Source: an optimization exercise on an open RTL-to-GDS flow (aim: small area, a short achievable clock period and few clock cycles). Production flows keep margins and buffers that such runs may drop. Only simulation tests tie the RTL to the original design; equivalence was not proved. Power is estimated from default activity; no workload was simulated.

==> flow/design.v <==
module crc16_serial (
    input  wire [15:0] crc,
    input  wire [7:0]  din,
    input  wire        feed,
    output wire [15:0] nxt
);
    wire [7:0] x0 = (crc[15:8] ^ din) & {8{feed}};
    wire [7:0] x  = x0 ^ {4'h0, x0[7:4]};
    assign nxt = {crc[7:0], 8'h00} ^ {x[3:0], 12'h000} ^ {3'b000, x, 5'b00000} ^ {8'h00, x};
endmodule
module frame_encoder (
    input  wire       clk,
    input  wire       rst,
    input  wire       in_valid,
    input  wire [7:0] in_data,
    output reg        in_ready,
    output reg        tx_valid,
    output reg  [7:0] tx_data,
    output reg        tx_last,
    input  wire       tx_ready
);
    localparam [7:0] START = 8'h7E;
    localparam [7:0] ESC   = 8'h7D;
    localparam [2:0] E_START = 3'd0,
                     E_OP    = 3'd1,
                     E_LEN   = 3'd2,
                     E_PAY   = 3'd3,
                     E_CRCL  = 3'd4,
                     E_CRCH  = 3'd5;
    reg  [2:0]  state;
    reg  [7:0]  remain;      
    reg         pend;        
    reg         pb;          
    reg  [15:0] crc;
    wire [15:0] crc_nxt;
    reg         sk_valid;
    reg  [7:0]  sk_data;
    reg         sk_last;
    crc16_serial u_crc (.crc(crc), .din(in_data), .feed(body_state && !rst), .nxt(crc_nxt));
    wire body_state = (state == E_OP) || (state == E_LEN) || (state == E_PAY);
    wire room       = !sk_valid;
    wire   take     = in_valid && in_ready;
    wire res_in = (in_data[7:2]  == 6'b011111) && (in_data[1]  ^ in_data[0]);
    wire res_lo = (crc[7:2]      == 6'b011111) && (crc[1]      ^ crc[0]);
    wire res_hi = (crc[15:10]    == 6'b011111) && (crc[9]      ^ crc[8]);
    wire       crcl  = (state == E_CRCL);
    wire       crch  = (state == E_CRCH);
    wire [7:0] src   = pend                ? {6'b011111, !pb, pb} :
                       (state == E_START)  ? START :
                       crcl                ? crc[7:0] :
                       crch                ? crc[15:8] : in_data;
    wire       esc   = !pend && (crcl ? res_lo : crch ? res_hi : (body_state && res_in));
    wire [7:0] g_data  = {src[7:2], src[1] && !esc, src[0] || esc};
    wire       g_valid = pend || crcl || crch || in_valid;
    wire       g_last  = pend ? (state == E_START) : (crch && !res_hi);
    wire make = room && g_valid;
    always @(posedge clk) begin
        if (take || rst || (state == E_START) || (crch && make && !pend))
            crc <= crc_nxt;
    end
    always @(posedge clk) begin
        if (take) begin
            if (state == E_LEN) remain <= in_data;
            else                remain <= remain - 8'd1;
        end
    end
    always @(posedge clk) begin
        if (!pend)
            pb <= (state == E_CRCL) ? crc[0] : (state == E_CRCH) ? crc[8] : in_data[0];
    end
    always @(posedge clk) begin
        if (!tx_valid || tx_ready) begin
            tx_data <= sk_valid ? sk_data : g_data;
            tx_last <= sk_valid ? sk_last : g_last;
        end
        if (room) begin
            sk_data <= g_data;
            sk_last <= g_last;
        end
    end
    reg [2:0] state_n;
    reg       pend_n;
    always @(*) begin
        state_n = state;
        pend_n  = pend;
        if (make) begin
            if (pend) begin
                pend_n = 1'b0;
            end else begin
                case (state)
                E_START: state_n = E_OP;
                E_OP, E_LEN, E_PAY: begin
                    pend_n = res_in;
                    if (state == E_OP)
                        state_n = E_LEN;
                    else if (state == E_LEN)
                        state_n = (in_data == 8'd0) ? E_CRCL : E_PAY;
                    else if (remain == 8'd1)
                        state_n = E_CRCL;
                end
                E_CRCL: begin
                    pend_n  = res_lo;
                    state_n = E_CRCH;
                end
                E_CRCH: begin
                    pend_n  = res_hi;
                    state_n = E_START;
                end
                default: state_n = E_START;
                endcase
            end
        end
    end
    wire sk_valid_n = tx_valid && !tx_ready && (sk_valid || make);
    always @(posedge clk) begin
        if (rst) begin
            state    <= E_START;
            pend     <= 1'b0;
            tx_valid <= 1'b0;
            sk_valid <= 1'b0;
            in_ready <= 1'b0;
        end else begin
            state    <= state_n;
            pend     <= pend_n;
            tx_valid <= sk_valid || make || (tx_valid && !tx_ready);
            sk_valid <= sk_valid_n;
            in_ready <= !sk_valid_n && !pend_n &&
                        ((state_n == E_OP) || (state_n == E_LEN) || (state_n == E_PAY));
        end
    end
endmodule
module frame_decoder (
    input  wire       clk,
    input  wire       rst,
    input  wire       rx_valid,
    input  wire [7:0] rx_data,
    input  wire       rx_last,
    output reg        rx_ready,
    output reg        body_valid,
    output reg  [7:0] body_data,
    input  wire       body_ready,
    output reg        res_valid,
    output reg  [2:0] res_cause,
    input  wire       res_ready
);
    localparam [7:0] START = 8'h7E;
    localparam [7:0] ESC   = 8'h7D;
    localparam [2:0] C_OK     = 3'd0,
                     C_MARKER = 3'd1,
                     C_TRUNC  = 3'd2,
                     C_LENGTH = 3'd3,
                     C_CRC    = 3'd4;
    localparam [3:0] D_START = 4'd0,
                     D_OP    = 4'd1,
                     D_LEN   = 4'd2,
                     D_PAY   = 4'd3,
                     D_CRCL  = 4'd4,
                     D_CRCH  = 4'd5,
                     D_DONE  = {1'b1, C_OK},
                     D_EMARK = {1'b1, C_MARKER},
                     D_ELEN  = {1'b1, C_LENGTH},
                     D_ECRC  = {1'b1, C_CRC};
    reg  [3:0]  dph;
    reg         escf;
    reg  [7:0]  remain;      
    reg         lo_ok;       
    reg  [15:0] crc;
    wire [15:0] crc_nxt;
    reg         bs_valid;
    reg  [7:0]  bs_data;
    reg         rs_valid;
    reg  [2:0]  rs_cause;
    wire crc_feed;
    crc16_serial u_crc (.crc(crc), .din(rx_data), .feed(crc_feed), .nxt(crc_nxt));
    wire   take     = rx_valid && rx_ready;
    wire in_frame   = (dph == D_OP) || (dph == D_LEN) || (dph == D_PAY) ||
                      (dph == D_CRCL) || (dph == D_CRCH);
    wire body_ph    = (dph == D_OP) || (dph == D_LEN) || (dph == D_PAY);
    wire is_esc     = (rx_data == ESC);
    wire is_content = in_frame && (escf || !is_esc);
    wire is_body    = body_ph && (escf || !is_esc);
    wire hi_ok      = (crc[15:8] == rx_data);
    reg [3:0] dph_nxt;
    always @(*) begin
        dph_nxt = dph;
        case (dph)
        D_START: dph_nxt = (rx_data == START) ? D_OP : D_EMARK;
        D_OP:    if (is_content) dph_nxt = D_LEN;
        D_LEN:   if (is_content) dph_nxt = (rx_data == 8'd0) ? D_CRCL : D_PAY;
        D_PAY:   if (is_content && remain == 8'd1) dph_nxt = D_CRCL;
        D_CRCL:  if (is_content) dph_nxt = D_CRCH;
        D_CRCH:  if (is_content) dph_nxt = (lo_ok && hi_ok) ? D_DONE : D_ECRC;
        D_DONE:  dph_nxt = D_ELEN;
        default: ;
        endcase
    end
    wire crch_c  = (dph == D_CRCH) && is_content;
    wire good    = lo_ok && hi_ok;
    wire mark_n  = (dph == D_START) && (rx_data != START);
    wire len_n   = (dph == D_DONE) || (dph == D_ELEN);
    wire [2:0] cause_nxt;
    assign cause_nxt[2] = (dph == D_ECRC) || (crch_c && !good);
    assign cause_nxt[1] = len_n || ((dph == D_START) && !mark_n) || (in_frame && !crch_c);
    assign cause_nxt[0] = len_n || mark_n || (dph == D_EMARK);
    wire push_b = take && is_body;
    wire push_r = take && rx_last;
    wire crc_shift = rst || (take && (rx_last || (dph == D_START)));
    assign crc_feed = !rst && !rx_last && (dph != D_START);
    always @(posedge clk) begin
        if (push_b || crc_shift)
            crc <= crc_nxt;
    end
    always @(posedge clk) begin
        if (take && is_content) begin
            if (dph == D_LEN) remain <= rx_data;
            else              remain <= remain - 8'd1;
            lo_ok <= (crc[7:0] == rx_data);
        end
    end
    wire bs_valid_n = body_valid && !body_ready && (bs_valid || push_b);
    wire rs_valid_n = res_valid && !res_ready && (rs_valid || push_r);
    always @(posedge clk) begin
        if (!body_valid || body_ready) body_data <= bs_valid ? bs_data : rx_data;
        if (!bs_valid)                 bs_data   <= rx_data;
        if (!res_valid || res_ready)   res_cause <= rs_valid ? rs_cause : cause_nxt;
        if (!rs_valid)                 rs_cause  <= cause_nxt;
    end
    always @(posedge clk) begin
        if (rst) begin
            body_valid <= 1'b0;
            bs_valid   <= 1'b0;
            res_valid  <= 1'b0;
            rs_valid   <= 1'b0;
            rx_ready   <= 1'b1;
        end else begin
            body_valid <= bs_valid || push_b || (body_valid && !body_ready);
            bs_valid   <= bs_valid_n;
            res_valid  <= rs_valid || push_r || (res_valid && !res_ready);
            rs_valid   <= rs_valid_n;
            rx_ready   <= !bs_valid_n && !rs_valid_n;
        end
    end
    always @(posedge clk) begin
        if (take)
            escf <= in_frame && !escf && is_esc;
    end
    always @(posedge clk) begin
        if (rst)
            dph <= D_START;
        else if (take)
            dph <= rx_last ? D_START : dph_nxt;
    end
endmodule
module frame_codec (
    input  wire       clk,
    input  wire       rst,
    input  wire       enc_valid,
    input  wire [7:0] enc_data,
    output wire       enc_ready,
    output wire       tx_valid,
    output wire [7:0] tx_data,
    output wire       tx_last,
    input  wire       tx_ready,
    input  wire       rx_valid,
    input  wire [7:0] rx_data,
    input  wire       rx_last,
    output wire       rx_ready,
    output wire       body_valid,
    output wire [7:0] body_data,
    input  wire       body_ready,
    output wire       res_valid,
    output wire [2:0] res_cause,
    input  wire       res_ready
);
    frame_encoder u_enc (
        .clk(clk), .rst(rst),
        .in_valid(enc_valid), .in_data(enc_data), .in_ready(enc_ready),
        .tx_valid(tx_valid), .tx_data(tx_data), .tx_last(tx_last),
        .tx_ready(tx_ready)
    );
    frame_decoder u_dec (
        .clk(clk), .rst(rst),
        .rx_valid(rx_valid), .rx_data(rx_data), .rx_last(rx_last),
        .rx_ready(rx_ready),
        .body_valid(body_valid), .body_data(body_data), .body_ready(body_ready),
        .res_valid(res_valid), .res_cause(res_cause), .res_ready(res_ready)
    );
endmodule
clock: 4.0 ns
lec_check: 0
abc_area: 1
abc_clock_period_in_ps: 2000
cap_margin: 20
core_margin: 2
core_utilization: 40
setup_slack_margin: 2.2
slew_margin: 20
tns_end_percent: 0
buffer_ports_args: -buffer_cell sky130_fd_sc_hd__buf_1
cts_args: -sink_clustering_enable -repair_clock_nets -buf_list sky130_fd_sc_hd__clkbuf_8 -dont_use_dummy_load
standard.sh (not shown) runs the stock make flow with config.mk's settings and CLKGATE_MAP_FILE= SYNTH_SCRIPT=/design/flow/synth_recipe.tcl, a recipe that flattens the netlist after the stock synthesis.
==> flow/flow/run.sh <==
#!/bin/bash
# Standard ORFS layout with three changes:
#  - synthesis is the standard flow's own script, except that the ABC mapping step runs
#    flow/deep.abc (deeper AIG optimisation, area mapping) in place of
#    abc_area.script; registers are mapped before ABC and are untouched,
#  - the port buffers are inserted as small buf_1 cells (the resizer still
#    upsizes any that timing needs),
#  - clock tree synthesis with clkbuf_8 and no dummy loads.
# Each tool's log is under orfs/logs; make's output is in standard.log.
set -euo pipefail
cat >> config.mk <<'CFG'
export BUFFER_PORTS_ARGS = -buffer_cell sky130_fd_sc_hd__buf_1
export CTS_ARGS = -sink_clustering_enable -repair_clock_nets -buf_list sky130_fd_sc_hd__clkbuf_8 -dont_use_dummy_load
CFG
export MY_ABC_SCRIPT="$PWD/flow/deep.abc"
{
  cat <<'TCL'
proc abc {args} {
  set i [lsearch -exact $args -script]
  if {$i >= 0} { set args [lreplace $args [expr {$i+1}] [expr {$i+1}] $::env(MY_ABC_SCRIPT)] }
  yosys abc {*}$args
}
TCL
  cat synth_recipe.tcl
} > my_synth.tcl
sed "s|SYNTH_SCRIPT=[^ ]*synth_recipe.tcl|SYNTH_SCRIPT=$PWD/my_synth.tcl|" standard.sh > my_standard.sh
grep -q "SYNTH_SCRIPT=$PWD/my_synth.tcl" my_standard.sh
bash my_standard.sh > standard.log 2>&1
==> flow/flow/deep.abc <==
strash
&get -n
&deepsyn -T 60
&put
dch
map -B 0.9
topo
stime -c
buffer -c
upsize -c
dnsize -c
Testbench counts at the start, summed over its fixed seeds: cycles 4,443.
Edit:
--- a/flow/design.v
+++ b/flow/design.v
@@ -194,14 +194,7 @@
         default: ;
         endcase
     end
-    wire crch_c  = (dph == D_CRCH) && is_content;
-    wire good    = lo_ok && hi_ok;
-    wire mark_n  = (dph == D_START) && (rx_data != START);
-    wire len_n   = (dph == D_DONE) || (dph == D_ELEN);
-    wire [2:0] cause_nxt;
-    assign cause_nxt[2] = (dph == D_ECRC) || (crch_c && !good);
-    assign cause_nxt[1] = len_n || ((dph == D_START) && !mark_n) || (in_frame && !crch_c);
-    assign cause_nxt[0] = len_n || mark_n || (dph == D_EMARK);
+    wire [2:0] cause_nxt = dph_nxt[3] ? dph_nxt[2:0] : C_TRUNC;
     wire push_b = take && is_body;
     wire push_r = take && rx_last;
     wire crc_shift = rst || (take && (rx_last || (dph == D_START)));
The new run ran to the end with no violations.
Clock-buffer cell count does not change.
Register-to-register slack is about the same.
Wire length went up by 2.4%.
Sequential power went down by about 10%.
Global-route usage went up by 0.45 points.
Non-clock buffer count went up by 5.
First-iteration DRC count went down by about 9%.
Die area went down by 1.4%.
Critical path depth went down by 4.
Cell area went up by 0.67%.
Sequential share of layout area went down by 0.33 points.
Hold slack got worse by 0.0075 ns.
Testbench counts after the change, summed over its fixed seeds: cycles 4,443.

==> static timing again, ports no longer ideal <==
Ports are ideal in the flow. The routed layouts listed here were re-timed in OpenROAD.
Step 1, drivers: a clkbuf_16 drives clk and a buf_2 each remaining input, both assumed.
Step 2 adds t to the input delays and takes it off the output delays; t is the mean of the earliest and latest rising clock arrival at the registers after step 1. Input paths then give back, and output paths get back, about the clock's delay inside the block.
Three values: no drivers, after step 1, after step 2; two values: the first two.
run	shift t [ns]	setup slack, ns	worst data-port slew with drivers (ns)
the first run	0.409	2.245 / 2.233 / 1.847	0.04
the second run	0.402	2.180 / 2.192 / 1.790	0.04
After both steps setup and hold are still met in every run listed. For the first run, which loses most, drivers alone change the setup slack by -0.012 ns; drivers and shift together by -0.398 ns.
